From an optimization exercise on the open Yosys and OpenROAD flow, aimed at small area, a short achievable clock period and few clock cycles per item; shortcuts taken in it are not production practice.
In this exercise RTL edits were held to simulation tests only and were not proved equivalent to the original.

`flow/config.mk`:
```
export PLATFORM = sky130hd
export DESIGN_NAME = lwis_alu
export DESIGN_NICKNAME = lwis_alu
export VERILOG_FILES = /design/flow/design.v
export SDC_FILE = /design/flow/constraint.sdc
export NUM_CORES = 4
export LEC_CHECK = 0
export CAP_MARGIN = 20
export CORE_MARGIN = 2
export CORE_UTILIZATION = 40
export SLEW_MARGIN = 20
```
`flow/constraint.sdc`:
```
create_clock -name core_clock -period 11.0 [get_ports {clk}]
set_input_delay 2.2000 -clock core_clock [delete_from_list [all_inputs] [get_ports {clk}]]
set_output_delay 2.2000 -clock core_clock [all_outputs]
set_load 0.01 [all_outputs]
```
`flow/design.v`:
```
module lwis_alu (
    input  wire        clk,
    input  wire        rst,         
    input  wire        in_valid,
    output wire        in_ready,
    input  wire [3:0]  op,
    input  wire [1:0]  last_src,    
    input  wire [31:0] src0,
    input  wire [31:0] src1,
    input  wire [31:0] src2,
    input  wire [31:0] src3,
    output reg         out_valid,
    output reg  [31:0] result,
    output reg  [31:0] remainder,
    output reg         fault
);
    localparam [3:0] OP_DIV = 4'd0,
                     OP_MUL = 4'd1,
                     OP_ADD = 4'd2,
                     OP_SUB = 4'd3,
                     OP_AND = 4'd4,
                     OP_OR  = 4'd5,
                     OP_XOR = 4'd6,
                     OP_SHR = 4'd7,
                     OP_SHL = 4'd8,
                     OP_LT  = 4'd9,
                     OP_GT  = 4'd10,
                     OP_EQ  = 4'd11,
                     OP_GE  = 4'd12,
                     OP_LE  = 4'd13;
    localparam [1:0] S_IDLE   = 2'd0,
                     S_STEP   = 2'd1,
                     S_DIVIDE = 2'd2;
    reg  [1:0]  state;
    reg  [3:0]  op_r;
    reg  [1:0]  last_r;
    reg  [1:0]  idx;
    reg  [31:0] acc;
    reg  [31:0] s1, s2, s3;
    reg  [31:0] div_q;      
    reg  [31:0] div_r;      
    reg  [4:0]  div_cnt;
    assign in_ready = (state == S_IDLE);
    wire accept = in_valid && in_ready;
    reg [31:0] b;
    always @(*) begin
        case (idx)
            2'd1:    b = s1;
            2'd2:    b = s2;
            default: b = s3;
        endcase
    end
    wire two_operand = (op >= OP_SHR);
    wire div_zero = (src1 == 32'd0) ||
                    (!two_operand && last_src >= 2'd2 && src2 == 32'd0) ||
                    (!two_operand && last_src == 2'd3 && src3 == 32'd0);
    reg [31:0] step_val;
    always @(*) begin
        case (op_r)
            OP_MUL:  step_val = acc * b;
            OP_ADD:  step_val = acc + b;
            OP_SUB:  step_val = acc - b;
            OP_AND:  step_val = acc & b;
            OP_OR:   step_val = acc | b;
            OP_XOR:  step_val = acc ^ b;
            OP_SHR:  step_val = (b >= 32'd32) ? 32'd0 : (acc >> b[4:0]);
            OP_SHL:  step_val = (b >= 32'd32) ? 32'd0 : (acc << b[4:0]);
            OP_LT:   step_val = {31'd0, acc <  b};
            OP_GT:   step_val = {31'd0, acc >  b};
            OP_EQ:   step_val = {31'd0, acc == b};
            OP_GE:   step_val = {31'd0, acc >= b};
            OP_LE:   step_val = {31'd0, acc <= b};
            default: step_val = 32'd0;
        endcase
    end
    wire [32:0] div_shift = {div_r, div_q[31]};
    wire [32:0] div_trial = div_shift - {1'b0, b};
    wire        div_fits  = !div_trial[32];
    wire [31:0] div_r_nx  = div_fits ? div_trial[31:0] : div_shift[31:0];
    wire [31:0] div_q_nx  = {div_q[30:0], div_fits};
    always @(posedge clk) begin
        if (rst) begin
            state     <= S_IDLE;
            out_valid <= 1'b0;
        end else begin
            out_valid <= 1'b0;
            case (state)
                S_IDLE: begin
                    if (accept) begin
                        op_r    <= op;
                        last_r  <= two_operand ? 2'd1 : last_src;
                        acc     <= src0;
                        s1      <= src1;
                        s2      <= src2;
                        s3      <= src3;
                        idx     <= 2'd1;
                        div_q   <= src0;
                        div_r   <= 32'd0;
                        div_cnt <= 5'd0;
                        if (op == OP_DIV) begin
                            if (div_zero) begin
                                out_valid <= 1'b1;
                                fault     <= 1'b1;
                            end else begin
                                state <= S_DIVIDE;
                            end
                        end else begin
                            state <= S_STEP;
                        end
                    end
                end
                S_STEP: begin
                    acc <= step_val;
                    if (idx == last_r) begin
                        state     <= S_IDLE;
                        out_valid <= 1'b1;
                        fault     <= 1'b0;
                        result    <= step_val;
                    end else begin
                        idx <= idx + 2'd1;
                    end
                end
                S_DIVIDE: begin
                    div_q   <= div_q_nx;
                    div_r   <= div_r_nx;
                    div_cnt <= div_cnt + 5'd1;
                    if (div_cnt == 5'd31) begin
                        if (idx == last_r) begin
                            state     <= S_IDLE;
                            out_valid <= 1'b1;
                            fault     <= 1'b0;
                            result    <= div_q_nx;
                            remainder <= div_r_nx;
                        end else begin
                            idx   <= idx + 2'd1;
                            div_q <= div_q_nx;
                            div_r <= 32'd0;
                        end
                    end
                end
                default: state <= S_IDLE;
            endcase
        end
    end
endmodule
```
`flow/run.sh`:
```
#!/bin/bash
# synth_recipe.tcl (not shown) runs the flow's synth.tcl, then flattens the netlist and writes it again
# the make line also repeats each setting of config.mk as NAME=value (left out here)
make -C /OpenROAD-flow-scripts/flow DESIGN_CONFIG=/design/flow/config.mk WORK_HOME=/design/flow/orfs CLKGATE_MAP_FILE= SYNTH_SCRIPT=/design/flow/synth_recipe.tcl finish
```
==> out/metrics.yaml <==
preCtsSetupSlack_ns: 0.822
syn_nets: 4874
outcome: "finished clean"
antenna_found_initial: 4
die_y_um: 307
cap_violations: 0
crit_path_start_kind: "flip-flop"
drt_wl_total_um: 153000
fin_skew_ns: 0.0496
holdWs_ns: 0.561
worst_pin_slew_ns: 1.10
hold_violations: 0
period_share_pct: 93.7
start_util_pct: 40.2
fin_ws_ns: 0.694
cts_tree: "built"
crit_path_top_delay_cell: "clkinv_1"
critical_path.max_fanout: 19
wire_per_inst_um: 28.4
netlist_instances: 4066
post_cts_buffers: 0
postCtsHoldBufs: 0
grt_pass1_vias: 32300
ys_ff_latch: 273
drive_above_1_share_pct: 8.14
flow.area_growth_from_synthesis_pct: 12.0
rsz0062_at_grt: "false"
cts_root_buffer: "clkbuf_16"
syn_area_um2: 36700
die_w_um: 307
n_fill_cell: 8774
cts.sinks: 273
setup_violations: 0
ant_nets: 0
grt_pass1_wl_um: 222000
grt_max_degree: 83
endpoint_kind: "flip-flop"
firstDrtPassIters: 6
synth-seq-area-share_pct: 22.3
path_class: "reg -> reg"
rows: 111
async_reset_ff_share_pct: 0
cts_buffers: 31
ys.flop_type: "edfxtp_1"
clock_path_buffers: 3
drc: 0
grtUsageTotal_pct: 32.3
slew_headroom_pct: 26.3
maxSlewViolCount: 0
cpPeakStageDelay_ns: 0.91
grt_overflow: 0
htree_levels: 1
arrival_ns: 10.77
setup-tns-final_ns: 0
topRoutingLayerUsed: "met5"
final_nets: 4985
cts.repair.resized: 0
min_from: "fault"
critPathRequiredTime_ns: 11.46
dieArea_um2: 94200
max_freq_ghz: 0.0970
core_area_um2: 91200
clkTransAtPathRegs_ns: 0.06
routabilityCongestion: 1.04
clk_latency_ns: 0.66
synth_edf_count: 270
met1_length_um: 60700
first_iter_violations: 3507
io_buffers: 203
vias: 32300
r2r_start: "idx[1]"
syn_avg_cell_area_um2: 9.02
startpoint: "idx[1]"
ys_warn_count: 1
avgViaCountPerCell: 5.99
dpl.hpwl_um: 118000
crit_path_frequent_cell: "fa_1"
yosysUniqueCellTypes: 109
dr_wl_met2_um: 66000
wl_met3_um: 15900
io_pins: 204
hold_path.class: "reg -> reg"
period_needed_ns: 10.31
per-layer routing:
| metal | track usage (%) | up-vias |
|---|---|---|
| met3 | 8.01 | 411 |
| met4 | 18.3 | 4 |
| met1 | 42.5 | 16000 |
| met2 | 48.7 | 1764 |
| li1 | - | 14100 |
| met5 | 0 | - |
worst paths after layout:
check | slack, ns | end | depth (start not counted)
hold / removal | 0.56 | fault | 2
setup / recovery | 0.69 | acc[31] | 28
hold reg to reg | 0.56 | fault | 2
setup reg to reg | 0.69 | acc[31] | 28
cell usage after synthesis (40+ instances only):
master      n  area [um2]
nor2_1    512        1920
inv_1     495        1860
fa_1      411        8230
nand2_1   366        1370
edfxtp_1  270        8110
ha_1      260        3250
a21oi_1   233        1170
clkbuf_1  150         563
nor3_1    132         661
o21ai_0   124         621
a211oi_1   78         586
xnor2_1    76         666
mux2_2     71         800
a21o_1     47         353
a31oi_1    44         275
buf_2      40         200
stage by stage:
| step | utilization [%] | area, um2 | cells |
|---|---|---|---|
| global placement | 44.0 | 40100 | 5330 |
| finish | 45.0 | 41100 | 5391 |
| floorplan | - | 36700 | 4066 |
| CTS | 45.0 | 41100 | 5387 |
| detailed placement | 44.0 | 40100 | 5330 |
| global route | 45.0 | 41100 | 5387 |
placed cells by master, fill, tap and decap left out, types with 17 or more instances in the layout:
master,netlist,routed
nand2b_1,25,25
ha_1,260,257
a211oi_1,78,78
buf_4,15,114
mux2_1,21,21
o211ai_1,22,22
xor2_1,29,29
a31oi_1,44,44
nor2_1,512,510
xnor2_1,76,76
fa_1,411,411
o22ai_1,21,21
nand2_1,366,366
inv_1,495,494
o21a_1,26,26
edfxtp_1,270,270
o21ai_0,124,124
a21oi_1,233,230
a22oi_1,35,35
nor4_1,37,37
nor2b_1,25,25
o21ai_1,20,19
nor3_1,132,128
a21o_1,47,47
clkdlybuf4s50_1,0,203
nand3_1,38,37
mux2_2,71,71
and2_1,39,39
mux2i_1,23,23
nand4_1,24,24
clkbuf_16,0,31
and3_1,17,17
registers in the layout (all words and copies together), names as in the netlist:
name	cells
result	32
out_valid	1
div_r	32
op_r	4
fault	1
acc	32
div_cnt	5
s3	32
div_q	32
state	2
idx	2
s1	32
last_r	2
remainder	32
s2	32
area by class of cell:
| type | count | area [um2] | area share [%] |
|---|---|---|---|
| sequential | 273 | 8170 | 19.9 |
| clock buffer | 36 | 795 | 1.93 |
| tap | 1186 | 1480 | 3.61 |
| multi-input combinational | 3040 | 25600 | 62.3 |
| timing repair buffer | 318 | 2910 | 7.08 |
| inverter | 513 | 1930 | 4.69 |
| antenna | 4 | 10.0 | 0.0244 |
| clock inverter | 21 | 181 | 0.442 |
critical path: cells and delay by family, from the launching register on:
kind	cells	cell delay, ns
adders and majority gates	9	4.51
and+or+nand+nor	2	0.49
DFF	1	0.45
AOI/OAI and AO/OA	3	1.19
buffers and inverters	6	1.59
xor gates and xnor gates	8	1.89
cells by family after synthesis:
logic type / count (synthesis) / synth area share (%)
flops: 273 / 22.3
mux: 129 / 4.32
compound gates: 855 / 15.7
fa+ha+maj: 671 / 31.3
simple gates: 1275 / 15.4
xor+xnor: 110 / 2.81
buf+inv: 753 / 8.20
Testbench counts, summed over its fixed seeds: cycles 105,326, items 12,000.

what the ideal ports hide:
How much do the figures lean on ideal ports? The routed layout below was timed once more, with nothing changed but the port constraints. Step 1 (the two cells are an assumption about what drives the block):
set clk [get_ports {clk}]
set_driving_cell -lib_cell sky130_fd_sc_hd__clkbuf_16 $clk
set_driving_cell -lib_cell sky130_fd_sc_hd__buf_2 [delete_from_list [all_inputs] $clk]
Step 2 adds t to the input delays and takes it off the output delays; t is the mean of the earliest and latest rising clock arrival at the registers after step 1. Input paths then give back, and output paths get back, about the clock's delay inside the block. Three values: ideal, step 1, step 2; two values: the first two.
shift t [ns]: 0.698
slack for setup (ns): 0.694 / 0.694 / 0.694
worst register clock-pin slew, ns: 0.10 / 0.10
cell pins on the clock port's net: 1
After both steps setup and hold are still met in this run. For this run, drivers alone change the setup slack by 0.000 ns; drivers and shift together by 0.000 ns.
